This design comes from an exercise in tuning for small area on the open sky130 flow, not from production work.
In this exercise RTL edits were held to simulation tests only and were not proved equivalent to the original.
Power and IR drop assume default switching activity.

===== flow/constraint.sdc =====
create_clock -name core_clock -period 10.0 [get_ports {clk}]
set_input_delay 2.0000 -clock core_clock [delete_from_list [all_inputs] [get_ports {clk}]]
set_output_delay 2.0000 -clock core_clock [all_outputs]
set_load 0.01 [all_outputs]

===== flow/run.sh =====
#!/bin/bash
# synth_recipe.tcl (not shown) runs the flow's synth.tcl, then flattens the netlist and writes it again
# the make line also repeats each setting of config.mk as NAME=value (left out here)
make -C /OpenROAD-flow-scripts/flow DESIGN_CONFIG=/design/flow/config.mk WORK_HOME=/design/flow/orfs CLKGATE_MAP_FILE= SYNTH_SCRIPT=/design/flow/synth_recipe.tcl finish

===== flow/config.mk =====
export PLATFORM = sky130hd
export DESIGN_NAME = mbnet_core
export DESIGN_NICKNAME = mbnet_core
export VERILOG_FILES = /design/flow/design.v
export SDC_FILE = /design/flow/constraint.sdc
export NUM_CORES = 4
export LEC_CHECK = 0
export CAP_MARGIN = 20
export CORE_MARGIN = 2
export CORE_UTILIZATION = 40
export PLACE_DENSITY = 0.6
export SLEW_MARGIN = 20

===== flow/design.v =====
module mbnet_rxq #(
    parameter W = 97
) (
    input  wire         clk,
    input  wire         rst,
    input  wire         push,
    input  wire [W-1:0] push_data,
    input  wire         pop,
    output wire         empty,
    output wire [W-1:0] head
);
    reg [W-1:0] mem [0:3];
    reg [1:0]   rd_ptr;
    reg [1:0]   wr_ptr;
    reg         full;
    assign empty = (rd_ptr == wr_ptr) && !full;
    assign head  = mem[rd_ptr];
    wire do_push = push && !full;
    wire do_pop  = pop && !empty;
    always @(posedge clk) begin
        if (do_push)
            mem[wr_ptr] <= push_data;
    end
    always @(posedge clk) begin
        if (rst) begin
            rd_ptr <= 2'd0;
            wr_ptr <= 2'd0;
            full   <= 1'b0;
        end else begin
            if (do_push) wr_ptr <= wr_ptr + 2'd1;
            if (do_pop)  rd_ptr <= rd_ptr + 2'd1;
            if (do_push && !do_pop && (wr_ptr + 2'd1 == rd_ptr))
                full <= 1'b1;
            else if (do_pop)
                full <= 1'b0;
        end
    end
endmodule
module mbnet_core (
    input  wire        clk,
    input  wire        rst,
    input  wire        cmd_valid,
    output wire        cmd_ready,
    input  wire [63:0] cmd,
    input  wire [63:0] cmd_data,
    output reg         res_valid,
    output reg  [3:0]  res_status,
    output wire [7:0]  res_id,
    output reg  [3:0]  res_dlc,
    output reg  [1:0]  res_tos,
    output wire [63:0] res_data,
    output wire        tx_valid,
    input  wire        tx_ready,
    output wire [28:0] tx_id,
    output wire [3:0]  tx_dlc,
    output wire [63:0] tx_data,
    input  wire        rx_valid,
    input  wire        rx_ide,
    input  wire        rx_rtr,
    input  wire [28:0] rx_id,
    input  wire [3:0]  rx_dlc,
    input  wire [63:0] rx_data,
    output wire        call_valid,
    output wire [2:0]  call_kind,
    output wire [6:0]  call_master,
    output reg  [1:0]  call_tos,
    output reg  [15:0] call_control,
    output reg  [3:0]  call_dlc,
    output reg  [63:0] call_data,
    input  wire        call_ret,
    output reg         log_valid,
    output wire [28:0] log_id
);
    localparam [9:0] ACK_POLL_BUDGET = 10'd1000;
    localparam [3:0] OP_INIT        = 4'h0;
    localparam [3:0] OP_NODEID_SET  = 4'h1;
    localparam [3:0] OP_NODEID_GET  = 4'h2;
    localparam [3:0] OP_SEND_REQ    = 4'h3;
    localparam [3:0] OP_SEND_AGAIN  = 4'h4;
    localparam [3:0] OP_WAIT_ACK_NB = 4'h5;
    localparam [3:0] OP_WAIT_ACK    = 4'h6;
    localparam [3:0] OP_SEND_ACK    = 4'h7;
    localparam [3:0] OP_SLAVE_INFO  = 4'h8;
    localparam [3:0] OP_HANDLER     = 4'h9;
    localparam [3:0] ST_SUCCESS   = 4'h0;
    localparam [3:0] ST_PENDING   = 4'h1;
    localparam [3:0] ST_RETRY     = 4'h2;
    localparam [3:0] ST_TIMEOUT   = 4'h3;
    localparam [3:0] ST_NOTCONF   = 4'h4;
    localparam [3:0] ST_NOTMASTER = 4'h5;
    localparam [3:0] ST_SEQERR    = 4'h6;
    localparam [3:0] ST_BADTARGET = 4'h7;
    localparam [3:0] ST_BADID     = 4'h8;
    localparam [3:0] ST_RANGE     = 4'h9;
    localparam [3:0] ST_NOTFOUND  = 4'hA;
    localparam [3:0] ST_BADLEN    = 4'hB;
    localparam [3:0] ST_ILLEGAL   = 4'hC;
    localparam [2:0] S_IDLE  = 3'd0;
    localparam [2:0] S_EXEC  = 3'd1;
    localparam [2:0] S_TX    = 3'd2;
    localparam [2:0] S_POLL  = 3'd3;
    localparam [2:0] H_SCAN  = 3'd4;
    localparam [2:0] H_DRAIN = 3'd5;
    localparam [2:0] H_CALL  = 3'd6;
    localparam [2:0] H_REPLY = 3'd7;
    localparam [1:0] K_PFIN  = 2'd0;  
    localparam [1:0] K_PPOLL = 2'd1;  
    localparam [1:0] K_ACK   = 2'd2;  
    localparam [1:0] K_REPLY = 2'd3;  
    function [63:0] mask_msg;
        input [63:0] msg;
        input [3:0]  dlc;
        integer k;
        begin
            for (k = 0; k < 8; k = k + 1)
                mask_msg[8*k +: 8] = (dlc > k) ? msg[8*k +: 8] : 8'h00;
        end
    endfunction
    reg [2:0]  state;
    reg        depth;
    reg [1:0]  tx_k;
    reg [3:0]  c_op;
    reg [7:0]  c_id;
    reg [1:0]  c_tos;
    reg [3:0]  c_dlc;
    reg        configured;
    reg [6:0]  node_id;
    reg        pend_valid;
    reg [15:0] pend_ctrl;
    reg [1:0]  pend_tos;
    reg [2:0]  pend_ms;
    reg [6:0]  pend_node;
    reg [3:0]  pend_dlc;
    reg [63:0] pend_msg;
    reg [1:0]  cand_st  [0:31];    
    reg [4:0]  rec_cand [0:7];
    reg [63:0] rec_pong [0:7];
    reg [3:0]  nrec;
    reg [4:0]  cursor;             
    reg        wait_nb;
    reg        probe;
    reg [9:0]  budget;
    reg        locked;
    reg [2:0]  locked_ms;
    reg [2:0]  h_ms;
    reg [1:0]  h_reply_tos;
    reg        res_get;
    reg [63:0] xd;
    reg [28:1] log_idr;
    wire rx_accept = rx_valid && configured && rx_ide && !rx_rtr &&
                     (rx_id[7:1] == node_id);
    wire [63:0] rx_payload = mask_msg(rx_data, rx_dlc);
    wire        rq_empty, aq_empty;
    wire [88:0] rq_head;
    wire [95:0] aq_head;
    wire        rq_pop = (state == H_DRAIN);
    wire        aq_pop = (state == S_POLL);
    mbnet_rxq #(.W(89)) u_rq (
        .clk(clk), .rst(rst),
        .push(rx_accept && !rx_id[0]),
        .push_data({rx_id[28:8], rx_dlc, rx_payload}),
        .pop(rq_pop), .empty(rq_empty), .head(rq_head)
    );
    mbnet_rxq #(.W(96)) u_aq (
        .clk(clk), .rst(rst),
        .push(rx_accept && rx_id[0]),
        .push_data({rx_id[28:1], rx_dlc, rx_payload}),
        .pop(aq_pop), .empty(aq_empty), .head(aq_head)
    );
    wire [20:0] rq_id   = rq_head[88:68];    
    wire [3:0]  rq_dlc  = rq_head[67:64];
    wire [63:0] rq_data = rq_head[63:0];
    wire [1:0]  rq_tos  = rq_id[4:3];
    wire [2:0]  rq_ms   = rq_id[2:0];
    wire [7:0]  rq_etos = rq_id[12:5];
    wire [27:0] aq_id   = aq_head[95:68];    
    wire [3:0]  aq_dlc  = aq_head[67:64];
    wire [63:0] aq_data = aq_head[63:0];
    wire        ack_from_slave = (aq_id[27:12] == {9'd0, c_id[6:0]});
    wire [1:0]  ack_tos        = aq_id[11:10];
    assign cmd_ready   = (state == S_IDLE) || (state == H_CALL);
    assign call_valid  = (state == H_CALL) || depth;
    assign call_master = {h_ms, 4'b0000};
    assign call_kind   = (call_tos != 2'd0 || call_control[7:4] != 4'd0) ? 3'd0 :
                         (call_control[3:0] == 4'h4) ? 3'd1 :
                         (call_control[2:0] - 3'd4);
    wire   h_reply     = (call_kind != 3'd0);
    assign res_id   = res_get ? (configured ? {1'b0, node_id} : 8'hFF) : 8'h00;
    assign res_data = xd;
    assign log_id   = {log_idr, 1'b1};
    wire from_pend = !tx_k[1];
    assign tx_valid = (state == S_TX);
    assign tx_id    = from_pend ? {pend_ctrl, pend_tos, pend_ms, pend_node, 1'b0} :
                      {9'd0, node_id, (tx_k[0] ? h_reply_tos : c_tos), 3'd0,
                       (tx_k[0] ? {h_ms, 4'b0000} : c_id[6:0]), 1'b1};
    assign tx_dlc   = from_pend ? pend_dlc : (tx_k[0] ? 4'd0 : c_dlc);
    assign tx_data  = xd | (pend_msg & {64{from_pend}});
    wire       is_master = configured && (node_id[3:0] == 4'd0);
    wire [4:0] cidx      = c_id[4:0] - 5'd8;
    wire       in_range  = (c_id[6:0] >= 7'h08) && (c_id[6:0] <= 7'h27);
    reg        hit_any;
    reg [63:0] hit_data;
    integer    ri;
    always @(*) begin
        hit_any  = 1'b0;
        hit_data = 64'd0;
        for (ri = 0; ri < 8; ri = ri + 1)
            if (ri < nrec && rec_cand[ri] == cidx) begin
                hit_any  = 1'b1;
                hit_data = hit_data | rec_pong[ri];
            end
    end
    wire [4:0] node_ci  = node_id[4:0] - 5'd8;
    wire       node_in  = (node_id >= 7'h08) && (node_id <= 7'h27);
    wire [4:0] scan_ci  = (node_in && cursor == node_ci) ? cursor + 5'd1 : cursor;
    wire [6:0] scan_c   = {2'b00, scan_ci} + 7'h08;
    wire        take     = cmd_valid && cmd_ready;
    wire [3:0]  n_op     = cmd[3:0];
    wire [3:0]  n_dlc    = cmd[7:4];
    wire [63:0] n_msg    = mask_msg(cmd_data, n_dlc);
    wire        req_ok   = is_master && (n_dlc <= 4'd8);
    reg        fin;
    reg [3:0]  fin_status;
    reg        fin_aq;      
    reg        fin_hit;     
    reg        x_hold;
    reg        probe_fail;
    reg        probe_ok;
    integer    i;
    always @(posedge clk) begin
        fin        = 1'b0;
        fin_status = ST_SUCCESS;
        fin_aq     = 1'b0;
        fin_hit    = 1'b0;
        x_hold     = 1'b0;
        probe_fail = 1'b0;
        probe_ok   = 1'b0;
        if (rst) begin
            state      <= S_IDLE;
            depth      <= 1'b0;
            configured <= 1'b0;
            pend_valid <= 1'b0;
            for (i = 0; i < 32; i = i + 1)
                cand_st[i] <= 2'd0;
            nrec       <= 4'd0;
            cursor     <= 5'd0;
            res_valid  <= 1'b0;
            log_valid  <= 1'b0;
        end else begin
            res_valid <= 1'b0;
            log_valid <= 1'b0;
            case (state)
            S_IDLE, H_CALL: begin
                if (cmd_valid) begin
                    c_op  <= n_op;
                    c_dlc <= n_dlc;
                    c_id  <= cmd[15:8];
                    c_tos <= cmd[17:16];
                    depth <= (state == H_CALL);
                    state <= S_EXEC;
                    if (n_op == OP_SEND_REQ && req_ok) begin
                        pend_valid <= 1'b1;
                        pend_ctrl  <= cmd[47:32];
                        pend_tos   <= cmd[17:16];
                        pend_ms    <= node_id[6:4];
                        pend_node  <= cmd[14:8];
                        pend_dlc   <= n_dlc;
                        pend_msg   <= n_msg;
                    end
                end else if (state == H_CALL && call_ret) begin
                    state <= h_reply ? H_REPLY : H_DRAIN;
                    if (h_reply) h_reply_tos <= 2'd0;
                end
            end
            S_EXEC: begin
                case (c_op)
                OP_INIT: begin
                    fin = 1'b1;
                    if (depth) begin
                        fin_status = ST_ILLEGAL;
                    end else begin
                        configured <= 1'b0;
                        pend_valid <= 1'b0;
                        for (i = 0; i < 32; i = i + 1)
                            cand_st[i] <= 2'd0;
                        nrec   <= 4'd0;
                        cursor <= 5'd0;
                    end
                end
                OP_NODEID_SET: begin
                    fin = 1'b1;
                    if (c_id[7]) begin
                        fin_status = ST_BADID;
                    end else begin
                        node_id    <= c_id[6:0];
                        configured <= 1'b1;
                    end
                end
                OP_NODEID_GET: begin
                    fin = 1'b1;
                    if (!configured) fin_status = ST_NOTCONF;
                end
                OP_SEND_REQ: begin
                    if (!configured) begin
                        fin = 1'b1; fin_status = ST_NOTCONF;
                    end else if (node_id[3:0] != 4'd0) begin
                        fin = 1'b1; fin_status = ST_NOTMASTER;
                    end else if (c_dlc > 4'd8) begin
                        fin = 1'b1; fin_status = ST_BADLEN;
                    end else begin
                        tx_k  <= K_PFIN;
                        state <= S_TX;
                    end
                end
                OP_SEND_AGAIN: begin
                    if (!configured) begin
                        fin = 1'b1; fin_status = ST_NOTCONF;
                    end else if (node_id[3:0] != 4'd0) begin
                        fin = 1'b1; fin_status = ST_NOTMASTER;
                    end else if (!pend_valid || pend_node != c_id[6:0]) begin
                        fin = 1'b1; fin_status = ST_SEQERR;
                    end else begin
                        tx_k  <= K_PFIN;
                        state <= S_TX;
                    end
                end
                OP_WAIT_ACK_NB: begin
                    wait_nb <= 1'b1;
                    probe   <= 1'b0;
                    state   <= S_POLL;
                end
                OP_WAIT_ACK: begin
                    wait_nb <= 1'b0;
                    probe   <= 1'b0;
                    budget  <= ACK_POLL_BUDGET;
                    state   <= S_POLL;
                end
                OP_SEND_ACK: begin
                    if (!configured) begin
                        fin = 1'b1; fin_status = ST_NOTCONF;
                    end else if (c_id[3:0] != 4'd0) begin
                        fin = 1'b1; fin_status = ST_BADTARGET;
                    end else if (c_dlc > 4'd8) begin
                        fin = 1'b1; fin_status = ST_BADLEN;
                    end else begin
                        x_hold = 1'b1;
                        tx_k  <= K_ACK;
                        state <= S_TX;
                    end
                end
                OP_SLAVE_INFO: begin
                    fin = 1'b1;
                    if (!configured)
                        fin_status = ST_NOTCONF;
                    else if (node_id[3:0] != 4'd0)
                        fin_status = ST_NOTMASTER;
                    else if (!in_range)
                        fin_status = ST_RANGE;
                    else if (!hit_any)
                        fin_status = ST_NOTFOUND;
                    else
                        fin_hit = 1'b1;
                end
                OP_HANDLER: begin
                    if (depth) begin
                        fin = 1'b1; fin_status = ST_ILLEGAL;
                    end else begin
                        state <= H_SCAN;
                    end
                end
                default: begin
                    fin = 1'b1; fin_status = ST_ILLEGAL;
                end
                endcase
            end
            S_TX: begin
                if (tx_ready) begin
                    case (tx_k)
                    K_PFIN, K_ACK: fin = 1'b1;
                    K_PPOLL: begin
                        budget <= ACK_POLL_BUDGET;
                        state  <= S_POLL;
                    end
                    default: state <= H_DRAIN;
                    endcase
                end else begin
                    x_hold = 1'b1;
                end
            end
            S_POLL: begin
                if (!aq_empty && ack_from_slave && ack_tos == 2'd2) begin
                    if (wait_nb) begin
                        fin = 1'b1; fin_status = ST_RETRY;
                    end else if (!probe && !configured) begin
                        fin = 1'b1; fin_status = ST_NOTCONF;
                    end else if (!probe && node_id[3:0] != 4'd0) begin
                        fin = 1'b1; fin_status = ST_NOTMASTER;
                    end else if (!probe && (!pend_valid || pend_node != c_id[6:0])) begin
                        fin = 1'b1; fin_status = ST_SEQERR;
                    end else begin
                        tx_k  <= K_PPOLL;
                        state <= S_TX;
                    end
                end else if (!aq_empty && ack_from_slave) begin
                    if (probe) begin
                        probe_ok = 1'b1;
                    end else begin
                        fin    = 1'b1;
                        fin_aq = 1'b1;
                    end
                end else begin
                    if (!aq_empty) begin
                        log_valid <= 1'b1;
                        log_idr   <= aq_id;
                    end
                    if (wait_nb) begin
                        fin = 1'b1; fin_status = ST_PENDING;
                    end else if (budget == 10'd1) begin
                        if (probe) probe_fail = 1'b1;
                        else begin fin = 1'b1; fin_status = ST_TIMEOUT; end
                    end else begin
                        budget <= budget - 10'd1;
                    end
                end
                if (probe_ok) begin
                    if (!nrec[3]) begin
                        rec_pong[nrec[2:0]] <= aq_data;
                        rec_cand[nrec[2:0]] <= cidx;
                        nrec <= nrec + 4'd1;
                    end
                    cand_st[cidx] <= 2'd3;
                    state <= H_DRAIN;
                end
                if (probe_fail) begin
                    cand_st[cidx] <= cand_st[cidx] + 2'd1;
                    state <= H_DRAIN;
                end
            end
            H_SCAN: begin
                locked <= 1'b0;
                if (!is_master) begin
                    state <= H_DRAIN;
                end else begin
                    cursor <= scan_ci + 5'd1;
                    if (cand_st[scan_ci] == 2'd3) begin
                        state <= H_DRAIN;
                    end else begin
                        c_id       <= {1'b0, scan_c};
                        probe      <= 1'b1;
                        wait_nb    <= 1'b0;
                        pend_valid <= 1'b1;
                        pend_ctrl  <= 16'h0000;
                        pend_tos   <= 2'd3;
                        pend_ms    <= node_id[6:4];
                        pend_node  <= scan_c;
                        pend_dlc   <= 4'd0;
                        pend_msg   <= 64'd0;
                        tx_k       <= K_PPOLL;
                        state      <= S_TX;
                    end
                end
            end
            H_DRAIN: begin
                if (rq_empty) begin
                    if (!locked) begin
                        fin = 1'b1;
                    end
                end else begin
                    h_ms         <= rq_ms;
                    call_tos     <= rq_tos;
                    call_control <= rq_id[20:5];
                    call_dlc     <= rq_dlc;
                    call_data    <= rq_data;
                    if (locked && rq_ms != locked_ms) begin
                        h_reply_tos <= 2'd2;            
                        state       <= H_REPLY;
                    end else if (rq_tos != 2'd0) begin
                        state <= H_CALL;                
                    end else begin
                        case (rq_etos)
                        8'h00: begin
                            locked      <= 1'b1;
                            locked_ms   <= rq_ms;
                            h_reply_tos <= 2'd0;
                            state       <= H_REPLY;
                        end
                        8'h01: begin
                            locked      <= 1'b0;
                            h_reply_tos <= 2'd0;
                            state       <= H_REPLY;
                        end
                        8'h04: begin
                            state <= H_CALL;            
                        end
                        8'h06, 8'h07, 8'h08, 8'h09, 8'h0a: begin
                            if ((rq_etos == 8'h06 && rq_dlc == 4'd3) ||
                                (rq_etos == 8'h07 && rq_dlc == 4'd1) ||
                                (rq_etos == 8'h08 && rq_dlc == 4'd2) ||
                                (rq_etos == 8'h09 && rq_dlc == 4'd2) ||
                                (rq_etos == 8'h0a && rq_dlc == 4'd3)) begin
                                state <= H_CALL;        
                            end else begin
                                h_reply_tos <= 2'd3;    
                                state       <= H_REPLY;
                            end
                        end
                        8'h02, 8'h03, 8'h05, 8'h0b, 8'h0c, 8'h0d, 8'h0e, 8'h0f: begin
                            h_reply_tos <= 2'd3;
                            state       <= H_REPLY;
                        end
                        default: begin
                            state <= H_CALL;            
                        end
                        endcase
                    end
                end
            end
            H_REPLY: begin
                if (!configured) begin
                    state <= H_DRAIN;
                end else begin
                    tx_k  <= K_REPLY;
                    state <= S_TX;
                end
            end
            default: state <= S_IDLE;
            endcase
            if (fin) begin
                res_valid  <= 1'b1;
                res_status <= fin_status;
                res_get    <= (state == S_EXEC) && (c_op == OP_NODEID_GET);
                res_dlc    <= fin_aq ? aq_dlc : 4'd0;
                res_tos    <= fin_aq ? ack_tos : 2'd0;
                depth      <= 1'b0;
                state      <= depth ? H_CALL : S_IDLE;
            end
            if (take && n_op == OP_SEND_ACK)
                xd <= n_msg;
            else if (x_hold)
                xd <= xd;
            else if (fin_aq)
                xd <= aq_data;
            else if (fin_hit)
                xd <= hit_data;
            else
                xd <= 64'd0;
        end
    end
endmodule

==> results.py <==
metrics = {
    "sta": {
        "skew_ns": 0.0272,
        "setup_ws_ns": 4.19,
        "final.min_clock_period_ns": 5.81,
        "hold_violations": 0,
        "fin_crit_sh": 0.581,
        "max_freq_mhz": 172,
        "drv_slew": 0,
        "tightest_slew_ns": 1.17,
        "hold_slack_ns": 0.529,
        "max_slew_margin": 0.217,
        "fin_tns_setup_ns": 0,
        "rsz0062_at_grt": "no",
        "finalSetupViolCount": 0,
    },
    "drt": {
        "viasPerCell": 5.63,
        "vias": 38000,
        "finalWirelength_um": 183000,
        "ant_nets": 0,
        "wl_per_cell_um": 27.2,
        "drt_first_pass_iters": 6,
        "drtIter0Drc": 4042,
        "drc": 0,
    },
    "logic_synthesis": {
        "yosys_warnings": 3,
        "synthCells": 3836,
        "yosys-top-cells-area": "edfxtp_1 (75%), mux4_2 (6.9%), a22oi_1 (1.5%), a21oi_1 (1.1%), clkbuf_1 (0.93%)",
        "synth_seq_cells": 1720,
        "synthTopCellsByCount": "edfxtp_1 (1,689), mux4_2 (208), clkbuf_1 (168)",
        "netlist_area_um2": 67800,
        "syn_area_per_cell_um2": 17.7,
        "yosysSeqAreaShare": 0.758,
        "synth_ff_type": "edfxtp_1",
        "synth_most_common_cell": "edfxtp_1",
        "ys_async_sr_fraction": 0,
        "synth_edf_count": 1689,
        "synth_cell_type_count": 99,
        "yosysTopAreaCellShare": 0.748,
        "yosys.area.top_type": "edfxtp_1",
    },
    "power": {
        "leakagePower_nw": 25.6,
        "vdd_ir_drop_max_mv": 0.191,
        "power_density_nw_per_um2": 194,
        "finalPower_mw": 15.8,
    },
    "cells_and_area": {
        "fin_nets": 4625,
        "stdcell_area_um2": 81200,
        "drive_above_1_share": 0.142,
        "final_cells": 6748,
        "fin_util": 0.481,
        "synthToLayoutAreaGrowth_pct": 19.8,
    },
    "placed_design": {
        "post-place-ws_ns": 3.56,
        "placed_cells": 6404,
        "place_area_um2": 75300,
        "hpwl_um": 115000,
        "globalplace.congestion": 0.912,
        "io_buffers": 506,
    },
    "global_routing": {
        "grt_overflow": 0,
        "grt_pass1_vias": 37400,
        "antenna_found_initial": 11,
        "grt_pass1_wl_um": 264000,
        "grt_util_all_layers": 0.209,
        "grt_max_degree": 74,
    },
    "floorplanning": {
        "fp.dieH_um": 416,
        "die_area_um2": 173000,
        "start_util": 0.401,
        "fp-row-count": 151,
        "ios": 542,
        "core-area_um2": 169000,
        "die_w_um": 416,
    },
    "setup_path": {
        "cp_common_cell": "buf_4",
        "endpoint_kind": "flop",
        "critPathLaunchType": "flop",
        "cp_data_required_time_ns": 10.43,
        "arrival_ns": 6.24,
        "cpMaxStageDelayCell": "nor4_1",
        "worstPathMaxFanout": 50,
        "crit_chain": "buf_4 -> mux4_2 -> nor4_1 -> nand4_2 -> nor3_2 -> nand2_1 -> or2_1 -> nor3_1 -> and3_2 -> buf_4",
        "critPathKind": "reg2reg",
        "critPathMaxStageDelay_ns": 0.78,
    },
    "status": {
        "status": "no timing/DRC/antenna violations",
    },
    "cts": {
        "cts_resized": 0,
        "cts_setup_buffers": 0,
        "clock_path_buffers": 3,
        "cts_max_level": 4,
        "postCtsHoldBufs": 0,
        "insertion_delay_ns": 0.83,
        "cts_buffers": 181,
        "clk_pin_slew_worst_paths_ns": 0.06,
        "cts_tree": "done",
        "cts_sinks": 1720,
        "clockRootBuffer": "clkbuf_16",
    },
    "hold_path": {
        "hp-class": "reg2reg",
    },
    "job": {
        "max_cap_viol_count": 0,
    },
}
## metal layers
metal  GRT usage  part of all wire
met2       0.326              0.47
met3      0.0357             0.063
met4      0.0618             0.024
met1       0.300              0.44
met5           0          0.000087
## worst max-delay path: cells and delay by family (launching register included)
| kind | cells | cell delay (ns) |
|---|---|---|
| simple gates | 7 | 2.99 |
| buf+inv | 2 | 1.38 |
| mux | 1 | 0.47 |
| flops | 1 | 0.46 |
## cells in the final DEF, fill, tap and decap left out, types with 79 or more instances in the layout
master | synthesis | layout
buf_4 | 6 | 79
a21oi_1 | 145 | 144
clkbuf_16 | 0 | 181
edfxtp_1 | 1689 | 1689
mux4_2 | 208 | 208
clkdlybuf4s50_1 | 0 | 505
o21ai_0 | 84 | 84
nor2_1 | 161 | 156
a22oi_1 | 136 | 136
nand2_1 | 142 | 142
## area by class of cell
type                    count  area [µm²]
inverters                  36         135
repair buffers            585        5650
well taps                2218        2780
clock inverters           120        1160
diodes                      6        15.0
multi-input cells        1845       15400
clock buffers             218        4670
flip-flops and latches   1720       51400
fillers                 14300       87700
## cells by family after synthesis
| kind of cell | share of synthesized area |
|---|---|
| compound gates | 0.0775 |
| xor+xnor | 0.0123 |
| fa+ha+maj | 0.00425 |
| buf+inv | 0.0176 |
| flops | 0.758 |
| mux | 0.0735 |
| other cells | 0.000111 |
| simple gates | 0.0572 |
## state kept, by name, indices dropped and copies added (netlist names), 5 cells and up, named ones only
signal / count
pend_node: 7
pend_msg: 64
pend_ctrl: 16
u_aq.mem: 384
cand_st: 64
log_idr: 28
cursor: 5
rec_pong: 512
rec_cand: 40
xd: 64
call_control: 16
u_rq.mem: 356
budget: 10
call_data: 64
node_id: 7
c_id: 8
## power breakdown
group / internal [mW] / leakage [nW] / switching, mW / total [mW]
clock network: 3.79 / 2.84 / 2.83 / 6.62
logic: 0.426 / 7.20 / 0.574 / 1.00
registers: 8.04 / 15.6 / 0.0922 / 8.14
## path summary, 6_finish.rpt
| kind | from | to | slack, ns | depth (start not counted) |
|---|---|---|---|---|
| worst max-delay path | flop | rec_pong[6][48]$_DFFE_PP_ | 4.19 | 10 |
| worst min-delay path | u_aq.full$_SDFFE_PP0P_ | u_aq.full$_SDFFE_PP0P_ | 0.53 | 2 |
| worst max register to register | flop | rec_pong[6][48]$_DFFE_PP_ | 4.19 | 10 |
| worst min register to register | u_aq.full$_SDFFE_PP0P_ | u_aq.full$_SDFFE_PP0P_ | 0.53 | 2 |

## separate check: timing with driven ports
The flow's constraints put no driver on any port. The routed layout listed below was extracted and timed again, unchanged, in two steps. Step 1 assumes that a clkbuf_16 drives the clock port and a buf_2 every other input. Step 2 times the ports against the registers' clock, not the clock port: input delays grow and output delays shrink by t, the midpoint of the rising clock arrivals with the driver on. a / b / c = ideal ports / drivers / drivers and shift; a / b = the first two.
shift t [ns]: 0.894
setup WS [ns]: 4.194 / 4.194 / 3.588
worst data-port slew with drivers (ns): 0.18
pins driven straight from the clock port: 1
After both steps this run still meets setup and hold. The setup slack of this run moves by 0.000 ns with the drivers and by -0.606 ns with both steps.
